From an optimization exercise on the open Yosys and OpenROAD flow, aimed at small area, a short achievable clock period and few clock cycles per item; shortcuts taken in it are not production practice.
Function was checked by simulation only, so behaviour that the tests miss may differ from the original.
Power figures rest on the tool's default switching activity, not on a simulated workload.

$ cat constraint.sdc
create_clock -name core_clock -period 12.0 [get_ports {clk}]
set_input_delay 2.4000 -clock core_clock [delete_from_list [all_inputs] [get_ports {clk}]]
set_output_delay 2.4000 -clock core_clock [all_outputs]
set_load 0.01 [all_outputs]
$ cat config.mk
export PLATFORM = sky130hd
export DESIGN_NAME = bitcrush_core
export DESIGN_NICKNAME = bitcrush_core
export VERILOG_FILES = /design/flow/design.v
export SDC_FILE = /design/flow/constraint.sdc
export NUM_CORES = 4
export LEC_CHECK = 0
export ABC_AREA = 1
export CAP_MARGIN = 20
export CORE_MARGIN = 2
export CORE_UTILIZATION = 40
export SLEW_MARGIN = 20
export SYNTH_MEMORY_MAX_BITS = 8192
export TNS_END_PERCENT = 10
$ cat design.v
module bitcrush_levels_rom (
    input  wire [8:0]  drive,
    output reg  [15:0] lvl_m
);
    always @(*) begin
        case (drive)
            9'd0: lvl_m = 16'd65535;
            9'd1: lvl_m = 16'd65524;
            9'd2: lvl_m = 16'd65493;
            9'd3: lvl_m = 16'd65441;
            9'd4: lvl_m = 16'd65368;
            9'd5: lvl_m = 16'd65275;
            9'd6: lvl_m = 16'd65161;
            9'd7: lvl_m = 16'd65027;
            9'd8: lvl_m = 16'd64872;
            9'd9: lvl_m = 16'd64698;
            9'd10: lvl_m = 16'd64503;
            9'd11: lvl_m = 16'd64288;
            9'd12: lvl_m = 16'd64054;
            9'd13: lvl_m = 16'd63801;
            9'd14: lvl_m = 16'd63528;
            9'd15: lvl_m = 16'd63236;
            9'd16: lvl_m = 16'd62926;
            9'd17: lvl_m = 16'd62598;
            9'd18: lvl_m = 16'd62251;
            9'd19: lvl_m = 16'd61887;
            9'd20: lvl_m = 16'd61505;
            9'd21: lvl_m = 16'd61106;
            9'd22: lvl_m = 16'd60691;
            9'd23: lvl_m = 16'd60259;
            9'd24: lvl_m = 16'd59811;
            9'd25: lvl_m = 16'd59348;
            9'd26: lvl_m = 16'd58870;
            9'd27: lvl_m = 16'd58377;
            9'd28: lvl_m = 16'd57870;
            9'd29: lvl_m = 16'd57349;
            9'd30: lvl_m = 16'd56814;
            9'd31: lvl_m = 16'd56267;
            9'd32: lvl_m = 16'd55708;
            9'd33: lvl_m = 16'd55136;
            9'd34: lvl_m = 16'd54553;
            9'd35: lvl_m = 16'd53959;
            9'd36: lvl_m = 16'd53355;
            9'd37: lvl_m = 16'd52740;
            9'd38: lvl_m = 16'd52117;
            9'd39: lvl_m = 16'd51484;
            9'd40: lvl_m = 16'd50842;
            9'd41: lvl_m = 16'd50193;
            9'd42: lvl_m = 16'd49537;
            9'd43: lvl_m = 16'd48873;
            9'd44: lvl_m = 16'd48203;
            9'd45: lvl_m = 16'd47527;
            9'd46: lvl_m = 16'd46846;
            9'd47: lvl_m = 16'd46160;
            9'd48: lvl_m = 16'd45469;
            9'd49: lvl_m = 16'd44775;
            9'd50: lvl_m = 16'd44077;
            9'd51: lvl_m = 16'd43377;
            9'd52: lvl_m = 16'd42673;
            9'd53: lvl_m = 16'd41969;
            9'd54: lvl_m = 16'd41262;
            9'd55: lvl_m = 16'd40555;
            9'd56: lvl_m = 16'd39847;
            9'd57: lvl_m = 16'd39139;
            9'd58: lvl_m = 16'd38431;
            9'd59: lvl_m = 16'd37724;
            9'd60: lvl_m = 16'd37019;
            9'd61: lvl_m = 16'd36315;
            9'd62: lvl_m = 16'd35613;
            9'd63: lvl_m = 16'd34914;
            9'd64: lvl_m = 16'd34217;
            9'd65: lvl_m = 16'd33524;
            9'd66: lvl_m = 16'd32834;
            9'd67: lvl_m = 16'd32149;
            9'd68: lvl_m = 16'd31468;
            9'd69: lvl_m = 16'd30791;
            9'd70: lvl_m = 16'd30119;
            9'd71: lvl_m = 16'd29453;
            9'd72: lvl_m = 16'd28792;
            9'd73: lvl_m = 16'd28138;
            9'd74: lvl_m = 16'd27489;
            9'd75: lvl_m = 16'd26847;
            9'd76: lvl_m = 16'd26211;
            9'd77: lvl_m = 16'd25583;
            9'd78: lvl_m = 16'd24961;
            9'd79: lvl_m = 16'd24347;
            9'd80: lvl_m = 16'd23741;
            9'd81: lvl_m = 16'd23142;
            9'd82: lvl_m = 16'd22551;
            9'd83: lvl_m = 16'd21968;
            9'd84: lvl_m = 16'd21394;
            9'd85: lvl_m = 16'd20828;
            9'd86: lvl_m = 16'd20270;
            9'd87: lvl_m = 16'd19722;
            9'd88: lvl_m = 16'd19181;
            9'd89: lvl_m = 16'd18650;
            9'd90: lvl_m = 16'd18128;
            9'd91: lvl_m = 16'd17615;
            9'd92: lvl_m = 16'd17111;
            9'd93: lvl_m = 16'd16616;
            9'd94: lvl_m = 16'd16130;
            9'd95: lvl_m = 16'd15654;
            9'd96: lvl_m = 16'd15186;
            9'd97: lvl_m = 16'd14728;
            9'd98: lvl_m = 16'd14280;
            9'd99: lvl_m = 16'd13840;
            9'd100: lvl_m = 16'd13410;
            9'd101: lvl_m = 16'd12989;
            9'd102: lvl_m = 16'd12577;
            9'd103: lvl_m = 16'd12175;
            9'd104: lvl_m = 16'd11781;
            9'd105: lvl_m = 16'd11397;
            9'd106: lvl_m = 16'd11022;
            9'd107: lvl_m = 16'd10656;
            9'd108: lvl_m = 16'd10298;
            9'd109: lvl_m = 16'd9950;
            9'd110: lvl_m = 16'd9610;
            9'd111: lvl_m = 16'd9279;
            9'd112: lvl_m = 16'd8956;
            9'd113: lvl_m = 16'd8642;
            9'd114: lvl_m = 16'd8336;
            9'd115: lvl_m = 16'd8039;
            9'd116: lvl_m = 16'd7749;
            9'd117: lvl_m = 16'd7468;
            9'd118: lvl_m = 16'd7195;
            9'd119: lvl_m = 16'd6929;
            9'd120: lvl_m = 16'd6671;
            9'd121: lvl_m = 16'd6421;
            9'd122: lvl_m = 16'd6178;
            9'd123: lvl_m = 16'd5943;
            9'd124: lvl_m = 16'd5714;
            9'd125: lvl_m = 16'd5493;
            9'd126: lvl_m = 16'd5278;
            9'd127: lvl_m = 16'd5071;
            9'd128: lvl_m = 16'd4869;
            9'd129: lvl_m = 16'd4675;
            9'd130: lvl_m = 16'd4487;
            9'd131: lvl_m = 16'd4305;
            9'd132: lvl_m = 16'd4129;
            9'd133: lvl_m = 16'd3959;
            9'd134: lvl_m = 16'd3794;
            9'd135: lvl_m = 16'd3636;
            9'd136: lvl_m = 16'd3483;
            9'd137: lvl_m = 16'd3335;
            9'd138: lvl_m = 16'd3193;
            9'd139: lvl_m = 16'd3055;
            9'd140: lvl_m = 16'd2923;
            9'd141: lvl_m = 16'd2795;
            9'd142: lvl_m = 16'd2673;
            9'd143: lvl_m = 16'd2554;
            9'd144: lvl_m = 16'd2441;
            9'd145: lvl_m = 16'd2331;
            9'd146: lvl_m = 16'd2226;
            9'd147: lvl_m = 16'd2125;
            9'd148: lvl_m = 16'd2028;
            9'd149: lvl_m = 16'd1934;
            9'd150: lvl_m = 16'd1844;
            9'd151: lvl_m = 16'd1758;
            9'd152: lvl_m = 16'd1676;
            9'd153: lvl_m = 16'd1597;
            9'd154: lvl_m = 16'd1521;
            9'd155: lvl_m = 16'd1448;
            9'd156: lvl_m = 16'd1378;
            9'd157: lvl_m = 16'd1311;
            9'd158: lvl_m = 16'd1247;
            9'd159: lvl_m = 16'd1186;
            9'd160: lvl_m = 16'd1127;
            9'd161: lvl_m = 16'd1071;
            9'd162: lvl_m = 16'd1018;
            9'd163: lvl_m = 16'd966;
            9'd164: lvl_m = 16'd918;
            9'd165: lvl_m = 16'd871;
            9'd166: lvl_m = 16'd826;
            9'd167: lvl_m = 16'd784;
            9'd168: lvl_m = 16'd743;
            9'd169: lvl_m = 16'd704;
            9'd170: lvl_m = 16'd667;
            9'd171: lvl_m = 16'd632;
            9'd172: lvl_m = 16'd598;
            9'd173: lvl_m = 16'd567;
            9'd174: lvl_m = 16'd536;
            9'd175: lvl_m = 16'd507;
            9'd176: lvl_m = 16'd480;
            9'd177: lvl_m = 16'd453;
            9'd178: lvl_m = 16'd428;
            9'd179: lvl_m = 16'd405;
            9'd180: lvl_m = 16'd382;
            9'd181: lvl_m = 16'd361;
            9'd182: lvl_m = 16'd341;
            9'd183: lvl_m = 16'd321;
            9'd184: lvl_m = 16'd303;
            9'd185: lvl_m = 16'd286;
            9'd186: lvl_m = 16'd269;
            9'd187: lvl_m = 16'd254;
            9'd188: lvl_m = 16'd239;
            9'd189: lvl_m = 16'd225;
            9'd190: lvl_m = 16'd212;
            9'd191: lvl_m = 16'd199;
            9'd192: lvl_m = 16'd188;
            9'd193: lvl_m = 16'd176;
            9'd194: lvl_m = 16'd166;
            9'd195: lvl_m = 16'd156;
            9'd196: lvl_m = 16'd146;
            9'd197: lvl_m = 16'd137;
            9'd198: lvl_m = 16'd129;
            9'd199: lvl_m = 16'd121;
            9'd200: lvl_m = 16'd113;
            9'd201: lvl_m = 16'd106;
            9'd202: lvl_m = 16'd100;
            9'd203: lvl_m = 16'd93;
            9'd204: lvl_m = 16'd87;
            9'd205: lvl_m = 16'd82;
            9'd206: lvl_m = 16'd77;
            9'd207: lvl_m = 16'd72;
            9'd208: lvl_m = 16'd67;
            9'd209: lvl_m = 16'd63;
            9'd210: lvl_m = 16'd58;
            9'd211: lvl_m = 16'd55;
            9'd212: lvl_m = 16'd51;
            9'd213: lvl_m = 16'd48;
            9'd214: lvl_m = 16'd44;
            9'd215: lvl_m = 16'd41;
            9'd216: lvl_m = 16'd38;
            9'd217: lvl_m = 16'd36;
            9'd218: lvl_m = 16'd33;
            9'd219: lvl_m = 16'd31;
            9'd220: lvl_m = 16'd29;
            9'd221: lvl_m = 16'd27;
            9'd222: lvl_m = 16'd25;
            9'd223: lvl_m = 16'd23;
            9'd224: lvl_m = 16'd21;
            9'd225: lvl_m = 16'd20;
            9'd226: lvl_m = 16'd18;
            9'd227: lvl_m = 16'd17;
            9'd228: lvl_m = 16'd16;
            9'd229: lvl_m = 16'd14;
            9'd230: lvl_m = 16'd13;
            9'd231: lvl_m = 16'd12;
            9'd232: lvl_m = 16'd11;
            9'd233: lvl_m = 16'd10;
            9'd234: lvl_m = 16'd10;
            9'd235: lvl_m = 16'd9;
            9'd236: lvl_m = 16'd8;
            9'd237: lvl_m = 16'd7;
            9'd238: lvl_m = 16'd7;
            9'd239: lvl_m = 16'd6;
            9'd240: lvl_m = 16'd6;
            9'd241: lvl_m = 16'd5;
            9'd242: lvl_m = 16'd5;
            9'd243: lvl_m = 16'd4;
            9'd244: lvl_m = 16'd4;
            9'd245: lvl_m = 16'd3;
            9'd246: lvl_m = 16'd3;
            9'd247: lvl_m = 16'd3;
            9'd248: lvl_m = 16'd2;
            9'd249: lvl_m = 16'd2;
            9'd250: lvl_m = 16'd2;
            9'd251: lvl_m = 16'd1;
            9'd252: lvl_m = 16'd1;
            9'd253: lvl_m = 16'd1;
            9'd254: lvl_m = 16'd1;
            9'd255: lvl_m = 16'd1;
            9'd256: lvl_m = 16'd1;
            default: lvl_m = 16'd1;
        endcase
    end
endmodule
module bitcrush_factor_rom (
    input  wire [8:0] drive,
    output wire [4:0] fm1
);
    function [4:0] fm1_of;
        input [8:0] d;
        case (d)
            9'd0: fm1_of = 5'd0;
            9'd1: fm1_of = 5'd0;
            9'd2: fm1_of = 5'd0;
            9'd3: fm1_of = 5'd0;
            9'd4: fm1_of = 5'd0;
            9'd5: fm1_of = 5'd0;
            9'd6: fm1_of = 5'd0;
            9'd7: fm1_of = 5'd0;
            9'd8: fm1_of = 5'd0;
            9'd9: fm1_of = 5'd0;
            9'd10: fm1_of = 5'd0;
            9'd11: fm1_of = 5'd0;
            9'd12: fm1_of = 5'd0;
            9'd13: fm1_of = 5'd0;
            9'd14: fm1_of = 5'd0;
            9'd15: fm1_of = 5'd0;
            9'd16: fm1_of = 5'd0;
            9'd17: fm1_of = 5'd0;
            9'd18: fm1_of = 5'd0;
            9'd19: fm1_of = 5'd0;
            9'd20: fm1_of = 5'd0;
            9'd21: fm1_of = 5'd0;
            9'd22: fm1_of = 5'd0;
            9'd23: fm1_of = 5'd0;
            9'd24: fm1_of = 5'd0;
            9'd25: fm1_of = 5'd0;
            9'd26: fm1_of = 5'd0;
            9'd27: fm1_of = 5'd0;
            9'd28: fm1_of = 5'd0;
            9'd29: fm1_of = 5'd0;
            9'd30: fm1_of = 5'd0;
            9'd31: fm1_of = 5'd0;
            9'd32: fm1_of = 5'd0;
            9'd33: fm1_of = 5'd0;
            9'd34: fm1_of = 5'd0;
            9'd35: fm1_of = 5'd0;
            9'd36: fm1_of = 5'd0;
            9'd37: fm1_of = 5'd0;
            9'd38: fm1_of = 5'd0;
            9'd39: fm1_of = 5'd0;
            9'd40: fm1_of = 5'd0;
            9'd41: fm1_of = 5'd0;
            9'd42: fm1_of = 5'd0;
            9'd43: fm1_of = 5'd0;
            9'd44: fm1_of = 5'd0;
            9'd45: fm1_of = 5'd0;
            9'd46: fm1_of = 5'd1;
            9'd47: fm1_of = 5'd1;
            9'd48: fm1_of = 5'd1;
            9'd49: fm1_of = 5'd1;
            9'd50: fm1_of = 5'd1;
            9'd51: fm1_of = 5'd1;
            9'd52: fm1_of = 5'd1;
            9'd53: fm1_of = 5'd1;
            9'd54: fm1_of = 5'd1;
            9'd55: fm1_of = 5'd1;
            9'd56: fm1_of = 5'd1;
            9'd57: fm1_of = 5'd1;
            9'd58: fm1_of = 5'd1;
            9'd59: fm1_of = 5'd1;
            9'd60: fm1_of = 5'd1;
            9'd61: fm1_of = 5'd1;
            9'd62: fm1_of = 5'd1;
            9'd63: fm1_of = 5'd1;
            9'd64: fm1_of = 5'd1;
            9'd65: fm1_of = 5'd1;
            9'd66: fm1_of = 5'd2;
            9'd67: fm1_of = 5'd2;
            9'd68: fm1_of = 5'd2;
            9'd69: fm1_of = 5'd2;
            9'd70: fm1_of = 5'd2;
            9'd71: fm1_of = 5'd2;
            9'd72: fm1_of = 5'd2;
            9'd73: fm1_of = 5'd2;
            9'd74: fm1_of = 5'd2;
            9'd75: fm1_of = 5'd2;
            9'd76: fm1_of = 5'd2;
            9'd77: fm1_of = 5'd2;
            9'd78: fm1_of = 5'd2;
            9'd79: fm1_of = 5'd2;
            9'd80: fm1_of = 5'd3;
            9'd81: fm1_of = 5'd3;
            9'd82: fm1_of = 5'd3;
            9'd83: fm1_of = 5'd3;
            9'd84: fm1_of = 5'd3;
            9'd85: fm1_of = 5'd3;
            9'd86: fm1_of = 5'd3;
            9'd87: fm1_of = 5'd3;
            9'd88: fm1_of = 5'd3;
            9'd89: fm1_of = 5'd3;
            9'd90: fm1_of = 5'd3;
            9'd91: fm1_of = 5'd3;
            9'd92: fm1_of = 5'd4;
            9'd93: fm1_of = 5'd4;
            9'd94: fm1_of = 5'd4;
            9'd95: fm1_of = 5'd4;
            9'd96: fm1_of = 5'd4;
            9'd97: fm1_of = 5'd4;
            9'd98: fm1_of = 5'd4;
            9'd99: fm1_of = 5'd4;
            9'd100: fm1_of = 5'd4;
            9'd101: fm1_of = 5'd4;
            9'd102: fm1_of = 5'd4;
            9'd103: fm1_of = 5'd5;
            9'd104: fm1_of = 5'd5;
            9'd105: fm1_of = 5'd5;
            9'd106: fm1_of = 5'd5;
            9'd107: fm1_of = 5'd5;
            9'd108: fm1_of = 5'd5;
            9'd109: fm1_of = 5'd5;
            9'd110: fm1_of = 5'd5;
            9'd111: fm1_of = 5'd5;
            9'd112: fm1_of = 5'd5;
            9'd113: fm1_of = 5'd6;
            9'd114: fm1_of = 5'd6;
            9'd115: fm1_of = 5'd6;
            9'd116: fm1_of = 5'd6;
            9'd117: fm1_of = 5'd6;
            9'd118: fm1_of = 5'd6;
            9'd119: fm1_of = 5'd6;
            9'd120: fm1_of = 5'd6;
            9'd121: fm1_of = 5'd6;
            9'd122: fm1_of = 5'd7;
            9'd123: fm1_of = 5'd7;
            9'd124: fm1_of = 5'd7;
            9'd125: fm1_of = 5'd7;
            9'd126: fm1_of = 5'd7;
            9'd127: fm1_of = 5'd7;
            9'd128: fm1_of = 5'd7;
            9'd129: fm1_of = 5'd7;
            9'd130: fm1_of = 5'd7;
            9'd131: fm1_of = 5'd8;
            9'd132: fm1_of = 5'd8;
            9'd133: fm1_of = 5'd8;
            9'd134: fm1_of = 5'd8;
            9'd135: fm1_of = 5'd8;
            9'd136: fm1_of = 5'd8;
            9'd137: fm1_of = 5'd8;
            9'd138: fm1_of = 5'd9;
            9'd139: fm1_of = 5'd9;
            9'd140: fm1_of = 5'd9;
            9'd141: fm1_of = 5'd9;
            9'd142: fm1_of = 5'd9;
            9'd143: fm1_of = 5'd9;
            9'd144: fm1_of = 5'd9;
            9'd145: fm1_of = 5'd9;
            9'd146: fm1_of = 5'd10;
            9'd147: fm1_of = 5'd10;
            9'd148: fm1_of = 5'd10;
            9'd149: fm1_of = 5'd10;
            9'd150: fm1_of = 5'd10;
            9'd151: fm1_of = 5'd10;
            9'd152: fm1_of = 5'd10;
            9'd153: fm1_of = 5'd11;
            9'd154: fm1_of = 5'd11;
            9'd155: fm1_of = 5'd11;
            9'd156: fm1_of = 5'd11;
            9'd157: fm1_of = 5'd11;
            9'd158: fm1_of = 5'd11;
            9'd159: fm1_of = 5'd11;
            9'd160: fm1_of = 5'd12;
            9'd161: fm1_of = 5'd12;
            9'd162: fm1_of = 5'd12;
            9'd163: fm1_of = 5'd12;
            9'd164: fm1_of = 5'd12;
            9'd165: fm1_of = 5'd12;
            9'd166: fm1_of = 5'd13;
            9'd167: fm1_of = 5'd13;
            9'd168: fm1_of = 5'd13;
            9'd169: fm1_of = 5'd13;
            9'd170: fm1_of = 5'd13;
            9'd171: fm1_of = 5'd13;
            9'd172: fm1_of = 5'd13;
            9'd173: fm1_of = 5'd14;
            9'd174: fm1_of = 5'd14;
            9'd175: fm1_of = 5'd14;
            9'd176: fm1_of = 5'd14;
            9'd177: fm1_of = 5'd14;
            9'd178: fm1_of = 5'd14;
            9'd179: fm1_of = 5'd15;
            9'd180: fm1_of = 5'd15;
            9'd181: fm1_of = 5'd15;
            9'd182: fm1_of = 5'd15;
            9'd183: fm1_of = 5'd15;
            9'd184: fm1_of = 5'd16;
            9'd185: fm1_of = 5'd16;
            9'd186: fm1_of = 5'd16;
            9'd187: fm1_of = 5'd16;
            9'd188: fm1_of = 5'd16;
            9'd189: fm1_of = 5'd16;
            9'd190: fm1_of = 5'd17;
            9'd191: fm1_of = 5'd17;
            9'd192: fm1_of = 5'd17;
            9'd193: fm1_of = 5'd17;
            9'd194: fm1_of = 5'd17;
            9'd195: fm1_of = 5'd17;
            9'd196: fm1_of = 5'd18;
            9'd197: fm1_of = 5'd18;
            9'd198: fm1_of = 5'd18;
            9'd199: fm1_of = 5'd18;
            9'd200: fm1_of = 5'd18;
            9'd201: fm1_of = 5'd19;
            9'd202: fm1_of = 5'd19;
            9'd203: fm1_of = 5'd19;
            9'd204: fm1_of = 5'd19;
            9'd205: fm1_of = 5'd19;
            9'd206: fm1_of = 5'd20;
            9'd207: fm1_of = 5'd20;
            9'd208: fm1_of = 5'd20;
            9'd209: fm1_of = 5'd20;
            9'd210: fm1_of = 5'd20;
            9'd211: fm1_of = 5'd21;
            9'd212: fm1_of = 5'd21;
            9'd213: fm1_of = 5'd21;
            9'd214: fm1_of = 5'd21;
            9'd215: fm1_of = 5'd21;
            9'd216: fm1_of = 5'd22;
            9'd217: fm1_of = 5'd22;
            9'd218: fm1_of = 5'd22;
            9'd219: fm1_of = 5'd22;
            9'd220: fm1_of = 5'd22;
            9'd221: fm1_of = 5'd23;
            9'd222: fm1_of = 5'd23;
            9'd223: fm1_of = 5'd23;
            9'd224: fm1_of = 5'd23;
            9'd225: fm1_of = 5'd23;
            9'd226: fm1_of = 5'd24;
            9'd227: fm1_of = 5'd24;
            9'd228: fm1_of = 5'd24;
            9'd229: fm1_of = 5'd24;
            9'd230: fm1_of = 5'd25;
            9'd231: fm1_of = 5'd25;
            9'd232: fm1_of = 5'd25;
            9'd233: fm1_of = 5'd25;
            9'd234: fm1_of = 5'd25;
            9'd235: fm1_of = 5'd26;
            9'd236: fm1_of = 5'd26;
            9'd237: fm1_of = 5'd26;
            9'd238: fm1_of = 5'd26;
            9'd239: fm1_of = 5'd27;
            9'd240: fm1_of = 5'd27;
            9'd241: fm1_of = 5'd27;
            9'd242: fm1_of = 5'd27;
            9'd243: fm1_of = 5'd27;
            9'd244: fm1_of = 5'd28;
            9'd245: fm1_of = 5'd28;
            9'd246: fm1_of = 5'd28;
            9'd247: fm1_of = 5'd28;
            9'd248: fm1_of = 5'd29;
            9'd249: fm1_of = 5'd29;
            9'd250: fm1_of = 5'd29;
            9'd251: fm1_of = 5'd29;
            9'd252: fm1_of = 5'd30;
            9'd253: fm1_of = 5'd30;
            9'd254: fm1_of = 5'd30;
            9'd255: fm1_of = 5'd30;
            9'd256: fm1_of = 5'd31;
            default: fm1_of = 5'd31;
        endcase
    endfunction
    assign fm1 = fm1_of(drive);
endmodule
module bitcrush_core (
    input  wire        clk,
    input  wire        rst,
    input  wire        cmd_valid,
    output reg         cmd_ready,
    input  wire [31:0] cmd_data,
    output reg         rsp_valid,
    output wire [31:0] rsp_data
);
    localparam [1:0] K_SAMP = 2'd0, K_ACK = 2'd1, K_ILL = 2'd2, K_GET = 2'd3;
    reg         in_v;
    reg  [3:0]  in_op;
    reg         in_rz;        
    reg  [15:0] in_dat;
    reg  [8:0]  drive_r;
    reg  [9:0]  gain_r;
    reg  [4:0]  fm1_r;        
    reg  [15:0] held_s;       
    reg  [15:0] held_m;       
    reg  [4:0]  cnt;
    reg         dirty;        
    reg         dpend;        
    reg  [5:0]  rep_front;
    reg  [6:0]  out_cnt;
    wire [15:0] data    = in_dat;
    wire        dz      = (data == 16'd0);
    wire        is_samp = in_rz && (in_op == 4'h1);
    wire        is_sd   = in_rz && (in_op == 4'h2);
    wire        is_sg   = in_rz && (in_op == 4'h3);
    wire        is_gd   = in_rz && (in_op == 4'h4) && dz;
    wire        is_gg   = in_rz && (in_op == 4'h5) && dz;
    wire        is_nop  = in_rz && (in_op == 4'h0) && dz;
    wire        latch    = (cnt >= fm1_r);
    wire        need_job = is_samp && (latch || dirty);
    wire        need_rec = !is_samp || need_job;
    wire [1:0]  rec_kind = is_samp ? K_SAMP :
                           (is_gd || is_gg) ? K_GET :
                           (is_nop || is_sd || is_sg) ? K_ACK : K_ILL;
    wire [8:0]  drive_new = data[15] ? 9'd0  : (data > 16'd256) ? 9'd256  : data[8:0];
    wire [9:0]  gain_new  = data[15] ? 10'd0 : (data > 16'd512) ? 10'd512 : data[9:0];
    wire [4:0]  fm1_d;
    bitcrush_factor_rom u_from (.drive(drive_r), .fm1(fm1_d));
    wire [15:0] m_cur;
    bitcrush_levels_rom u_rom (.drive(drive_r), .lvl_m(m_cur));
    reg         v1, v2, v3, v5;
    reg  [1:0]  k1, k2, k3;
    reg  [5:0]  p1, p2, p3;
    reg  [1:0]  i1, i2, i3;
    reg         gs1;          
    reg  [17:0] a1;
    reg  [2:0]  b10, b11;     
    reg  [15:0] u2;
    reg         n2;
    reg  [11:0] g2;
    reg         gp2;
    reg  [18:0] a2;
    reg  [15:0] m2;           
    reg  [15:0] r3, x3, m3;
    reg  [17:0] t3;           
    reg         n3, z3;
    reg  [15:0] val5;         
    reg         n5, z5;
    reg  [3:0]  rsp_hi;
    reg  [15:0] rsp_lo;
    assign rsp_data = {rsp_hi, 12'd0, rsp_lo};
    wire done1 = v1 && (k1 != K_SAMP || i1 == 2'd3);
    wire done2 = v2 && (k2 != K_SAMP || i2 == 2'd3);
    wire done3 = v3 && (k3 != K_SAMP || i3 == 2'd3);
    wire xf3   = done3 && (k3 == K_SAMP) && ((p3 == 6'd0) || ((p3 == 6'd1) && !v5));
    wire pop3c = v3 && (k3 != K_SAMP) && (p3 == 6'd0) && !v5;
    wire take3 = !v3 || xf3 || pop3c;
    wire xf2   = done2 && take3;
    wire take2 = !v2 || xf2;
    wire xf1   = done1 && take2;
    wire take1 = !v1 || xf1;
    wire blk     = is_samp && dpend;
    wire consume = in_v && !blk && (!need_rec || take1);
    wire load1   = in_v && !blk && need_rec && take1;
    wire any_rec = v1 | v2 | v3 | v5;
    wire h3 = v3 && !v5;
    wire h2 = v2 && !v3 && !v5;
    wire h1 = v1 && !v2 && !v3 && !v5;
    wire d3 = h3 && (p3 != 6'd0);
    wire d2 = h2 && (p2 != 6'd0);
    wire d1 = h1 && (p1 != 6'd0);
    wire df = !any_rec && (rep_front != 6'd0);
    wire emit_rep = d1 | d2 | d3 | df;
    wire emit     = emit_rep | v5 | pop3c;
    wire       acc_in   = cmd_valid && cmd_ready;
    wire       dirty_c  = is_sg ? 1'b1 : need_job ? 1'b0 : dirty;
    wire       pj_cons  = dirty_c || (is_samp ? (latch ? (fm1_r == 5'd0) : ({1'b0, cnt} + 6'd1 >= {1'b0, fm1_r}))
                                               : latch);
    wire       pred_job = dpend || (consume ? pj_cons : (dirty || latch));
    wire       dirty_nx = consume ? dirty_c : dirty;
    wire       dpend_nx = consume && is_sd;
    wire       in_samp  = (cmd_data[31:16] == 16'h1000);
    wire       in_v_nx  = acc_in || (in_v && !consume);
    wire       v1_nx    = load1 || (v1 && !xf1);
    wire       rdy_stay = !(in_v && !consume) ||
                          (!(is_samp && dpend_nx) && (!(need_rec || dpend) || !v1_nx));
    wire       rdy_samp = !dpend_nx && (!pred_job || !v1_nx);
    wire       rdy_oth  = !v1_nx;
    wire       rdy_room = (out_cnt <= 7'd58);
    wire       rdy_nx   = rdy_room && (acc_in ? (in_samp ? rdy_samp : rdy_oth) : rdy_stay);
    wire [6:0] out_em   = out_cnt - {6'd0, emit};
    wire [6:0] out_em1  = out_cnt + {6'd0, !emit};
    function [2:0] booth;    
        input [2:0] b;
        case (b)
            3'b000, 3'b111: booth = 3'b000;
            3'b001, 3'b010: booth = 3'b001;
            3'b011:         booth = 3'b010;
            3'b100:         booth = 3'b110;
            default:        booth = 3'b101;    
        endcase
    endfunction
    wire [15:0] s_ld = (is_samp && latch) ? data : held_s;
    reg  [4:0]  swn;          
    always @(*) begin
        case (i1)
            2'd0:    swn = held_s[7:3];
            2'd1:    swn = held_s[11:7];
            default: swn = held_s[15:11];
        endcase
    end
    wire [2:0]  bd10 = b10;
    wire [2:0]  bd11 = b11;
    wire [16:0] pp10 = bd10[0] ? {1'b0, held_m} : bd10[1] ? {held_m, 1'b0} : 17'd0;
    wire [16:0] pp11 = bd11[0] ? {1'b0, held_m} : bd11[1] ? {held_m, 1'b0} : 17'd0;
    wire [20:0] o10  = {{3{a1[17]}}, a1};
    wire [20:0] o11  = {21{bd10[2]}} ^ {4'b0, pp10};
    wire [20:0] o12  = ({21{bd11[2]}} ^ {4'b0, pp11}) << 2;
    wire [20:0] o13  = {18'd0, bd11[2], 1'b0, bd10[2]};
    wire [20:0] c1s  = o10 ^ o11 ^ o12;
    wire [20:0] c1c  = ((o10 & o11) | (o10 & o12) | (o11 & o12)) << 1;
    wire [20:0] c2s  = c1s ^ c1c ^ o13;
    wire [20:0] c2c  = ((c1s & c1c) | (c1s & o13) | (c1c & o13)) << 1;
    wire [20:0] t1   = c2s + c2c;
    wire [17:0] a1n  = t1[20:4] | {t1[20], 17'd0};
    wire        kneg = held_s[15];
    wire [15:0] u_in = t1[18:3] ^ {16{kneg}};
    wire        c_in = t1[2] ^ kneg;
    wire [2:0]  bd20 = booth({g2[1:0], gp2});
    wire [2:0]  bd21 = booth(g2[3:1]);
    wire [16:0] pp20 = bd20[0] ? {1'b0, u2} : bd20[1] ? {u2, 1'b0} : 17'd0;
    wire [16:0] pp21 = bd21[0] ? {1'b0, u2} : bd21[1] ? {u2, 1'b0} : 17'd0;
    wire [21:0] o20  = {{3{a2[18]}}, a2};
    wire [21:0] o21  = {22{bd20[2]}} ^ {5'b0, pp20};
    wire [21:0] o22  = ({22{bd21[2]}} ^ {5'b0, pp21}) << 2;
    wire [21:0] o23  = {19'd0, bd21[2], 1'b0, bd20[2]};
    wire [21:0] d1s  = o20 ^ o21 ^ o22;
    wire [21:0] d1c  = ((o20 & o21) | (o20 & o22) | (o21 & o22)) << 1;
    wire [21:0] d2s  = d1s ^ d1c ^ o23;
    wire [21:0] d2c  = ((d1s & d1c) | (d1s & o23) | (d1c & o23)) << 1;
    wire [21:0] t2   = d2s + d2c;
    wire [18:0] a2n  = t2[21:4] | {t2[21], 18'd0};
    wire [24:0] kg   = {a2[12:0], g2};
    wire [7:0]  kr   = kg[7:0];
    wire        mb   = m2[0];
    wire [1:0]  cx   = !n2 ? {1'b0, (mb ? (kr > 8'd128) : (kr != 8'd0))}
                           : (mb ? ((kr > 8'd128) ? 2'd2 : 2'd1) : {1'b0, (kr != 8'd0)});
    wire [1:0]  kx   = 2'd1 + {1'b0, n2} - cx;      
    wire [32:0] x0   = {1'b0, kg, 5'd0, kx};
    wire [32:0] x1   = {16'hFFFF, ~kg[24:8]};
    wire [32:0] x2   = {18'd0, m2[15:1]} ^ {33{n2}};
    wire [32:0] xs   = x0 ^ x1 ^ x2;
    wire [32:0] xc   = ((x0 & x1) | (x0 & x2) | (x1 & x2)) << 1;
    wire [32:0] xp   = xs + xc;
    wire [17:0] m3x  = {2'b0, m2} + {1'b0, m2, 1'b0};
    wire [17:0] r3w = {r3, x3[15:14]};
    wire [18:0] e31 = {1'b0, r3w} - {3'b0, m3};
    wire [18:0] e32 = {1'b0, r3w} - {2'b0, m3, 1'b0};
    wire [18:0] e33 = {1'b0, r3w} - {1'b0, t3};
    wire [1:0]  q3  = !e33[18] ? 2'd3 : !e32[18] ? 2'd2 : !e31[18] ? 2'd1 : 2'd0;
    wire [15:0] r3m = !e33[18] ? e33[15:0] : !e32[18] ? e32[15:0] : !e31[18] ? e31[15:0] : r3w[15:0];
    wire [15:0] x3m = {x3[13:0], q3};
    wire [17:0] r4w = {r3m, x3m[15:14]};
    wire [18:0] e41 = {1'b0, r4w} - {3'b0, m3};
    wire [18:0] e42 = {1'b0, r4w} - {2'b0, m3, 1'b0};
    wire [18:0] e43 = {1'b0, r4w} - {1'b0, t3};
    wire [1:0]  q4  = !e43[18] ? 2'd3 : !e42[18] ? 2'd2 : !e41[18] ? 2'd1 : 2'd0;
    wire [15:0] r3n = !e43[18] ? e43[15:0] : !e42[18] ? e42[15:0] : !e41[18] ? e41[15:0] : r4w[15:0];
    wire [15:0] x3n = {x3m[13:0], q4};
    reg  [15:0] vfin;
    always @(*) begin
        if (z5)
            vfin = 16'd0;
        else if (!n5)
            vfin = val5[15] ? 16'h7FFF : val5;
        else
            vfin = (val5[15] || (&val5[14:0])) ? 16'h8000 : ~val5;
    end
    always @(posedge clk) begin
        if (acc_in) begin
            in_op  <= cmd_data[31:28];
            in_rz  <= (cmd_data[27:16] == 12'd0);
            in_dat <= cmd_data[15:0];
        end
        if (consume) begin
            if (is_samp) begin
                if (latch) begin
                    cnt    <= 5'd0;
                    held_s <= data;
                    held_m <= m_cur;
                end else begin
                    cnt    <= cnt + 5'd1;
                end
            end
            if (is_sd)
                drive_r <= drive_new;
            if (is_sg)
                gain_r <= gain_new;
        end
        dirty <= dirty_nx;
        dpend <= dpend_nx;
        fm1_r <= fm1_d;
        if (load1) begin
            a1  <= 18'd0;
            i1  <= 2'd0;
            k1  <= rec_kind;
            gs1 <= is_gd;
            b10 <= booth({s_ld[1:0], 1'b0});
            b11 <= booth(s_ld[3:1]);
        end else if (v1 && !done1) begin
            a1  <= a1n;
            i1  <= i1 + 2'd1;
            b10 <= booth(swn[2:0]);
            b11 <= booth(swn[4:2]);
        end
        if (xf1) begin
            u2  <= u_in;
            n2  <= kneg;
            g2  <= {2'd0, gain_r};
            gp2 <= 1'b0;
            a2  <= c_in ? {9'd0, gain_r} : 19'd0;
            m2  <= (k1 == K_SAMP) ? held_m : gs1 ? {7'd0, drive_r} : {6'd0, gain_r};
            i2  <= 2'd0;
            k2  <= k1;
        end else if (v2 && !done2) begin
            g2  <= {t2[3:0], g2[11:4]};
            gp2 <= g2[3];
            a2  <= a2n;
            i2  <= i2 + 2'd1;
        end
        if (xf2) begin
            r3 <= xp[31:16];
            x3 <= xp[15:0];
            z3 <= xp[32];
            n3 <= n2;
            m3 <= m2;
            t3 <= m3x;
            i3 <= 2'd0;
            k3 <= k2;
        end else if (v3 && !done3) begin
            r3 <= r3n;
            x3 <= x3n;
            i3 <= i3 + 2'd1;
        end
        if (xf3) begin
            val5 <= x3n;
            n5   <= n3;
            z5   <= z3;
        end
        if (load1)   p1 <= rep_front - {5'd0, df};
        else if (d1) p1 <= p1 - 6'd1;
        if (xf1)     p2 <= p1 - {5'd0, d1};
        else if (d2) p2 <= p2 - 6'd1;
        if (xf2)     p3 <= p2 - {5'd0, d2};
        else if (d3) p3 <= p3 - 6'd1;
        if (emit) begin
            if (!pop3c) begin
                rsp_hi <= 4'b0001;
                rsp_lo <= vfin;
            end else begin
                case (k3)
                    K_GET:   begin rsp_hi <= 4'b0010; rsp_lo <= {6'd0, m3[9:0]}; end
                    K_ACK:   begin rsp_hi <= 4'b0000; rsp_lo <= 16'd0; end
                    default: begin rsp_hi <= 4'b1111; rsp_lo <= 16'd0; end
                endcase
            end
        end
        if (rst) begin
            in_v      <= 1'b0;
            cmd_ready <= 1'b0;
            v1 <= 1'b0; v2 <= 1'b0; v3 <= 1'b0; v5 <= 1'b0;
            rsp_valid <= 1'b0;
            rep_front <= 6'd0;
            out_cnt   <= 7'd0;
            drive_r   <= 9'd128;
            gain_r    <= 10'd256;
            fm1_r     <= 5'd7;
            held_s    <= 16'd0;
            held_m    <= 16'd1;
            cnt       <= 5'd0;
            dirty     <= 1'b0;
            dpend     <= 1'b0;
            z5        <= 1'b1;
        end else begin
            in_v      <= in_v_nx;
            cmd_ready <= rdy_nx;
            v1 <= v1_nx;
            v2 <= xf1 || (v2 && !xf2);
            v3 <= xf2 || (v3 && !xf3 && !pop3c);
            v5 <= xf3;
            rsp_valid <= emit;
            rep_front <= load1 ? 6'd0 :
                         rep_front + {5'd0, consume && !need_rec} - {5'd0, df};
            out_cnt   <= acc_in ? out_em1 : out_em;
        end
    end
endmodule
$ cat flow/run.sh
#!/bin/bash
set -euo pipefail
bash standard.sh SETUP_SLACK_MARGIN=8 finish > standard.log 2>&1
$ cat standard.sh
#!/bin/bash
# synth_recipe.tcl (not shown) runs the flow's synth.tcl, then flattens the netlist and writes it again
# the make line also repeats each setting of config.mk as NAME=value (left out here)
make -C /OpenROAD-flow-scripts/flow DESIGN_CONFIG=/design/flow/config.mk WORK_HOME=/design/flow/orfs CLKGATE_MAP_FILE= SYNTH_SCRIPT=/design/flow/synth_recipe.tcl "${@:-finish}"
==> out/results.md, run 1 <==
| Metric | This run | Unit |
|:---|:---|:---|
| Number of synthesized register bits | 326 | - |
| Maximum number of pins on one net before global-route repair | 70 | - |
| Area of the die | 78,500 | sq um |
| Reg2Reg Setup Slack | 7.52 | ns |
| Arrival time of the worst setup path | 4.93 | ns |
| Endpoint class of the critical path | flip-flop | - |
| Via total after detailed routing | 30,100 | - |
| Max Freq | 0.223 | GHz |
| Syn. warnings | 3 | - |
| Diodes inserted | 0 | - |
| Number of antenna violations at the first check in global routing | 1 | - |
| Final worst slack | 7.52 | ns |
| Inserted Clock Buffers | 42 | - |
| Routed length on met1 | 45,400 | microns |
| Critical Path Fanout Max | 5 | - |
| Half-perimeter wire length after detailed placement | 81,500 | microns |
| Number of instances in the synthesized netlist | 4,061 | - |
| Minimum clock period | 4.48 | ns |
| Count of unresolved DRC violations after routing | 0 | - |
| Num rows | 101 | - |
| Category of the most critical setup path | flip-flop to flip-flop | - |
| Number of global-route vias before repair | 29,100 | - |
| Number of I/O port buffers | 56 | - |
| Total cell area at the placement stage | 32,000 | sq um |
| Die span in y | 280 | microns |
| Placed cells | 5,004 | - |
| Share of flip-flops with an asynchronous set or reset after synthesis | 0 | % |
| Final period utilization | 37.4 | % |
| First-pass GRT wire length | 167,000 | microns |
| Primary flip-flop cell chosen by synthesis mapping | edfxtp_1 | - |
| Die Span X | 280 | microns |
| Number of synthesized flops with an enable pin | 216 | - |
| Wire length per cell | 20.9 | microns |
| Cell family with most CP delay | buffers and inverters | - |
| Relative slew slack | 29.2 | % |
| Tot GR Track Use | 27.3 | % |
| Master cell of the clock root buffer | clkbuf_16 | - |
| Syn_area_per_cell | 7.51 | sq um |
| Final count of negative-setup-slack endpoints | 0 | - |
| Post-synth design cell area | 30,500 | sq um |
| Iteration-0 DRC Markers | 2,884 | - |
| Clock Skews | 0.0312 | ns |
| Worst setup path start | r3[3] | - |
| Final Routed Wirelength | 111,000 | microns |
| CTS tree | done | - |
| Global route total overflow | 0 | - |
| Transition at the pin with the smallest max-transition slack | 1.06 | ns |
| Uppermost signal routing layer after detailed routing | met4 | - |
| Final Slew Violations | 0 | - |
| Vias per Instance | 5.68 | - |
| Result of the run | complete, no violations | - |
| Crit path required time | 12.44 | ns |
| Core Footprint | 75,700 | sq um |
| RSZ-0062 raised after global routing | true | - |
| Total number of H-tree levels | 2 | - |
| Area growth from synthesis to final layout | 23.0 | % |
| Part of the Yosys area used for sequential elements | 28.5 | % |
| Kind of path behind the tightest hold check | flip-flop to flip-flop | - |
| Final weighted congestion in routability-driven placement | 1.04 | - |
| Crit path buf inv count | 12 | - |
| Routed met3 length | 6850 | microns |
| Peak supply drop | 0.250 | mV |
| Effective utilization at floorplan | 40.3 | % |
| Fraction of layout cells with a size suffix above 1 | 16.9 | % |
| WL met2 | 52,000 | microns |
| Top-level port count | 69 | - |
| Worst R2R Start | r3[3] | - |
| Final number of hold-violating endpoints | 0 | - |
| Longest Clk Path Bufs | 3 | - |
| Power density over the cells | 255 | nW/um^2 |
| Yosys cell types | 75 | - |
| Final TNS setup | 0 | ns |
| Hold_buf cts | 0 | - |
| Clk Latency, worst-skew pair | 0.59 | ns |
| Power consumption | 9.58 | mW |
| Count of placed standard cells in the final layout, fillers left out | 5,302 | - |
| Post-layout instance area | 37,500 | sq um |
| First-pass DRT Iterations | 6 | - |
| Worst slack at placement | 6.42 | ns |
| Number of maximum-capacitance violations | 0 | - |
| Delay of the slowest cell on the worst path | 0.50 | ns |
| Worst-path clk slew | 0.07 | ns |
| Category of the worst setup path launch point | flip-flop | - |
| Nets | 4,701 | - |
| Sink count of the clock tree | 326 | - |
| Layout fillers | 7,201 | - |
| Hold wc startpoint | n3 | - |
| CP max-delay cell | edfxtp_1 | - |
| Number of routed nets with antenna violations | 0 | - |
| Lkg Pwr | 16.5 | nW |
==> routing by layer <==
layer	track usage, %	up-vias
met5	0	-
li1	-	14300
met4	14.0	0
met3	3.09	386
met2	46.5	1255
met1	34.2	14200
==> area by class of cell <==
| class | count | area, sq um | area share [%] |
|---|---|---|---|
| multi-input cells | 3069 | 21400 | 57.1 |
| flip-flops and latches | 326 | 8690 | 23.2 |
| repair buffers | 298 | 2560 | 6.82 |
| inverters | 553 | 2170 | 5.78 |
| well taps | 978 | 1220 | 3.26 |
| clock buffers | 55 | 1170 | 3.12 |
| clock inverters | 23 | 278 | 0.740 |
==> placed cells by master, fill, tap and decap left out, drive strengths merged, types with 110 or more instances in the layout <==
| cell | Yosys | final |
|---|---|---|
| xor2 | 177 | 177 |
| nor2 | 326 | 326 |
| a21oi | 319 | 319 |
| ha | 314 | 314 |
| inv | 545 | 545 |
| buf | 48 | 243 |
| o21ai | 311 | 311 |
| edfxtp | 216 | 216 |
| dfxtp | 110 | 110 |
| nand3 | 218 | 220 |
| nand2 | 802 | 807 |
==> state kept, by name, summed over array words and instances (netlist names), 15 cells and up <==
signal,flops
a2,18
t3,18
a1,17
held_m,16
held_s,16
in_dat,16
m2,16
r3,16
rsp_lo,16
u2,16
val5,16
x3,16
m3,15
==> synthesized netlist by cell type (30+ instances only) <==
cell	count	share of area, %
nand2_1	797	9.8
inv_1	536	6.6
nor2_1	320	3.9
a21oi_1	318	5.2
ha_1	314	13
o21ai_0	294	4.8
edfxtp_1	216	21
nand3_1	213	3.5
xor2_1	177	5.1
dfxtp_1	110	7.2
o22ai_1	86	1.8
clkbuf_1	83	1.0
xnor2_1	65	1.9
fa_1	62	4.1
o211ai_1	59	1.5
nor3_1	36	0.59
a31oi_1	34	0.70
nand4_1	30	0.62
==> per-stage QoR <==
step,hold WS (ns),utilization (%)
final,0.449,49.6
after global routing,0.444,49.6
after CTS,0.448,48.0
after detailed placement,0.436,42.3
after global placement,0.434,42.3
after floorplan,0.400,-
==> repair_timing <==
action,in CTS,in global routing
pin swaps,98,99
setup endpoints to repair,137,198
setup buffers,157,54
cloned,9,0
resized for setup,340,173
==> kinds of logic (layout without fill, tap and decap cells) <==
family	count (synthesis)	count (layout)	synth area share (%)
AOI/OAI and AO/OA	958	958	18.4
xor gates and xnor gates	242	242	6.95
adders and majority gates	376	376	16.9
buffers and inverters	684	929	8.79
DFF	326	326	28.5
muxes	3	3	0.0984
other	1	12	0.0123
and+or+nand+nor	1471	1478	20.3
==> power by group <==
| part | internal [mW] | switching, mW |
|---|---|---|
| Sequential | 1.56 | 0.154 |
| Clock | 0.767 | 0.556 |
| Combinational | 2.75 | 3.80 |
==> final timing paths <==
check           to  depth (start not counted)
min reg2reg     n5                          0
min             n5                          0
max          r3[6]                         33
max reg2reg  r3[6]                         33
Testbench counts, summed over its fixed seeds: cycles 10,149, items 6,288.
==> run 2: changes to the inputs <==
==> flow/run.sh (replaced) <==
#!/bin/bash
set -euo pipefail
bash standard.sh SETUP_SLACK_MARGIN=7.5 finish > standard.log 2>&1
==> out/results.md, run 2 <==
| Metric | This run | Unit |
|:---|:---|:---|
| Result of the run | complete, no violations | - |
| GR peak layer | met2 | - |
| Layout fillers | 7,512 | - |
| First-pass DRT Iterations | 6 | - |
| End point of the critical path | r3[8] | - |
| Power density over the cells | 249 | nW/um^2 |
| Longest Clk Path Bufs | 3 | - |
| Die span in y | 280 | microns |
| Final count of negative-setup-slack endpoints | 0 | - |
| Count of unresolved DRC violations after routing | 0 | - |
| Global route total overflow | 0 | - |
| Syn. warnings | 3 | - |
| Number of synthesized register bits | 326 | - |
| Power consumption | 8.90 | mW |
| Post-synth design cell area | 30,500 | sq um |
| Top cells by count, synth | nand2_1, inv_1, nor2_1 | - |
| Worst setup path start | r3[4] | - |
| Worst slack on hold paths | 0.448 | ns |
| Final Slew Violations | 0 | - |
| Top-area cell type share of the netlist area | 21.3 | % |
| First-pass GRT wire length | 165,000 | microns |
| Tot GR Track Use | 27.0 | % |
| Number of routed nets with antenna violations | 0 | - |
| Category of the most critical setup path | flip-flop to flip-flop | - |
| Most common cell after layout, fill and taps aside | nand2_1 | - |
| Commonest cells after routing, fill and taps aside | nand2_1, inv_1, nor2_1, a21oi_1, ha_1 | - |
| Final Routed Wirelength | 109,000 | microns |
| Via total after detailed routing | 29,200 | - |
| Register-to-Register Path Depth | 27 | - |
| Number of instances in the synthesized netlist | 4,061 | - |
| Delay of the slowest cell on the worst path | 0.54 | ns |
| Endpoint class of the critical path | flip-flop | - |
| Relative slew slack | 26.6 | % |
| Fraction of layout cells with a size suffix above 1 | 11.9 | % |
| Nets | 4,596 | - |
| Most frequently used cell type in the post-synthesis netlist | nand2_1 | - |
| Max Freq | 0.221 | GHz |
| Cell family with most CP delay | simple AND/OR/NAND/NOR gates | - |
| Inserted Clock Buffers | 39 | - |
| Met2 usage in global routing | 45.0 | % |
| Part of the Yosys area used for sequential elements | 28.5 | % |
| Vias per Instance | 5.62 | - |
| Crit path buf inv count | 6 | - |
| Clock Skews | 0.0153 | ns |
| Primary flip-flop cell chosen by synthesis mapping | edfxtp_1 | - |
| Worst R2R Start | r3[4] | - |
| Sink count of the clock tree | 326 | - |
| Area of the die | 78,500 | sq um |
| Diodes inserted | 0 | - |
| Maximum number of pins on one net before global-route repair | 69 | - |
| Clk Latency, worst-skew pair | 0.59 | ns |
| Capture point of the worst reg-to-reg path | r3[8] | - |
| Hold_buf cts | 0 | - |
| Number of maximum-capacitance violations | 0 | - |
| Iteration-0 DRC Markers | 2,635 | - |
| Stages on the worst setup path | 27 | - |
| Die Span X | 280 | microns |
| Syn_area_per_cell | 7.51 | sq um |
| Lkg Pwr | 15.9 | nW |
| Final weighted congestion in routability-driven placement | 1.00 | - |
| CTS tree | done | - |
| Final TNS setup | 0 | ns |
| Number of antenna violations at the first check in global routing | 0 | - |
| Yosys cell types | 75 | - |
| Final number of hold-violating endpoints | 0 | - |
| Reg2Reg Setup Slack | 7.48 | ns |
| Synth area leader | edfxtp_1 | - |
| Number of synthesized flops with an enable pin | 216 | - |
| Total number of H-tree levels | 2 | - |
| Effective utilization at floorplan | 40.3 | % |
| Peak supply drop | 0.232 | mV |
| Number of I/O port buffers | 56 | - |
| Crit path required time | 12.33 | ns |
| Num rows | 101 | - |
| Category of the worst setup path launch point | flip-flop | - |
| Top-level port count | 69 | - |
| Worst-path clk slew | 0.06 | ns |
| Registers with the highest flip-flop counts | a2 (18), t3 (18), a1 (17) | - |
| Wire length per cell | 21.0 | microns |
| Core Footprint | 75,700 | sq um |
| Transition at the pin with the smallest max-transition slack | 1.10 | ns |
| Final period utilization | 37.7 | % |
| Critical Path Fanout Max | 6 | - |
| GR Util met1 | 34.1 | % |
| Share of flip-flops with an asynchronous set or reset after synthesis | 0 | % |
| Leading cell types by total area after synthesis | edfxtp_1, ha_1, nand2_1, dfxtp_1, inv_1 | - |
| Area growth from synthesis to final layout | 17.1 | % |
| Master cell of the clock root buffer | clkbuf_16 | - |
| RSZ-0062 raised after global routing | true | - |
| Half-perimeter wire length after detailed placement | 83,200 | microns |
| Number of global-route vias before repair | 28,200 | - |
| Met3 GRT Util | 3.76 | % |
| Arrival time of the worst setup path | 4.85 | ns |
| CP max-delay cell | edfxtp_1 | - |
| Most common cell type on the critical path | nand2_1 | - |
| Kind of path behind the tightest hold check | flip-flop to flip-flop | - |
| Minimum clock period | 4.52 | ns |
-- run 2: changes by cell type in the layout (fill, tap and decap cells not counted), moves of 6 or more --
cell     delta
buf_6      -25
buf_4      -78
nand3_2     -7
inv_1      +10
inv_4       -6
nand3_1     +9
a21oi_1    +10
a21oi_4     -6
ha_4       -26
nand2_2    -22
nand2_4     -8
ha_1       +28
nand2_1    +34
o21ai_0     +6
-- run 2: how the worst min path moves through the flow --
stage          startpoint  endpoint  slack (ns)  depth (start not counted)
5_1_grt             x3[8]  val5[12]        0.46                          0
3_5_place_dp       x3[11]  val5[15]        0.43                          0
6_report            k1[0]     k2[0]        0.45                          0
4_1_cts            x3[11]  val5[15]        0.45                          0
2_1_floorplan          n3        n5        0.40                          0
3_3_place_gp        k1[0]     k2[0]        0.43                          0
-- run 2: kinds of logic after synthesis --
family | after synthesis | synth area share (%)
mux | 3 | 0.0984
flops | 326 | 28.5
other cells | 1 | 0.0123
buf+inv | 684 | 8.79
fa+ha+maj | 376 | 16.9
compound gates | 958 | 18.4
simple gates | 1471 | 20.3
xor+xnor | 242 | 6.95
-- run 2: cell type report --
type                    count  area, sq um  share of cell area (%)
multi-input cells        3068        20500                    57.5
flip-flops and latches    326         8690                    24.3
inverters                 553         2140                    5.98
repair buffers            197         1730                    4.85
well taps                 978         1220                    3.42
clock buffers              49         1040                    2.92
clock inverters            23          360                    1.01
-- run 2: worst reg2reg max path, cell delays in order (launching register included) --
cell        delay [ns]
edfxtp_1          0.54
ha_4              0.36
nand2_1           0.12
nor2_2            0.20
nand2_1           0.13
nand3_4           0.13
nand2_8           0.10
nand2_8           0.10
clkinvlp_4        0.14
buf_4             0.17
nand2_1           0.05
nand2_1           0.04
o21bai_1          0.17
nand2_1           0.07
nand2_1           0.05
nand2_1           0.09
inv_2             0.09
ha_4              0.29
inv_1             0.08
nor3_4            0.18
nand2_2           0.10
or2_2             0.33
o311ai_4          0.10
buf_4             0.21
clkbuf_16         0.16
nand2_1           0.08
nand3_1           0.11
nand2_1           0.09
-- run 2: power by group --
part / internal, mW / total [mW] / switching, mW
Combinational: 2.33 / 5.89 / 3.56
Clock: 0.779 / 1.31 / 0.528
Sequential: 1.56 / 1.71 / 0.148
-- run 2: metal layers --
metal / wire [microns] / vias up
met1: 45000 / 13700
met4: 6480 / 0
li1: - / 14100
met2: 50700 / 1116
met3: 6890 / 320
met5: 0 / -
-- run 2: repair_timing --
item	CTS	global route
cloned	6	3
resized for setup	164	171
pin swaps	34	64
buffers inserted	45	62
endpoints found under the setup margin	62	44
-- run 2: metrics by stage --
step / utilization (%) / worst slack (ns) / instance area, sq um / instances
after floorplan: - / 7.54 / 30600 / 4072
final: 47.2 / 7.48 / 35700 / 5194
after global placement: 42.2 / 6.40 / 32000 / 5006
after CTS: 45.5 / 7.45 / 34500 / 5129
after detailed placement: 42.2 / 6.28 / 32000 / 5006
after global routing: 47.2 / 7.30 / 35700 / 5194

[separate check: timing with driven ports]
In the flow no input, the clock included, has a driving cell. The finished layouts below were timed again as built, in two steps. Step 1 (the two cells are an assumption about what drives the block):
set clk [get_ports {clk}]
set_driving_cell -lib_cell sky130_fd_sc_hd__clkbuf_16 $clk
set_driving_cell -lib_cell sky130_fd_sc_hd__buf_2 [delete_from_list [all_inputs] $clk]
Step 2, shift: input delay + t, output delay - t, t = (earliest + latest rising clock arrival at the registers) / 2. This alone moves slack from input paths to output paths. a / b / c = ideal / step 1 / step 2; a / b = the first two.
run	shift t [ns]	slack for setup (ns)	clock arrival spread, ns
run 1	0.647	7.516 / 7.516 / 7.062	0.031 / 0.031
run 2	0.645	7.477 / 7.477 / 6.981	0.017 / 0.017
After both steps setup and hold are still met in every run listed. For run 2, which loses most, drivers alone change the setup slack by 0.000 ns; drivers and shift together by -0.496 ns.
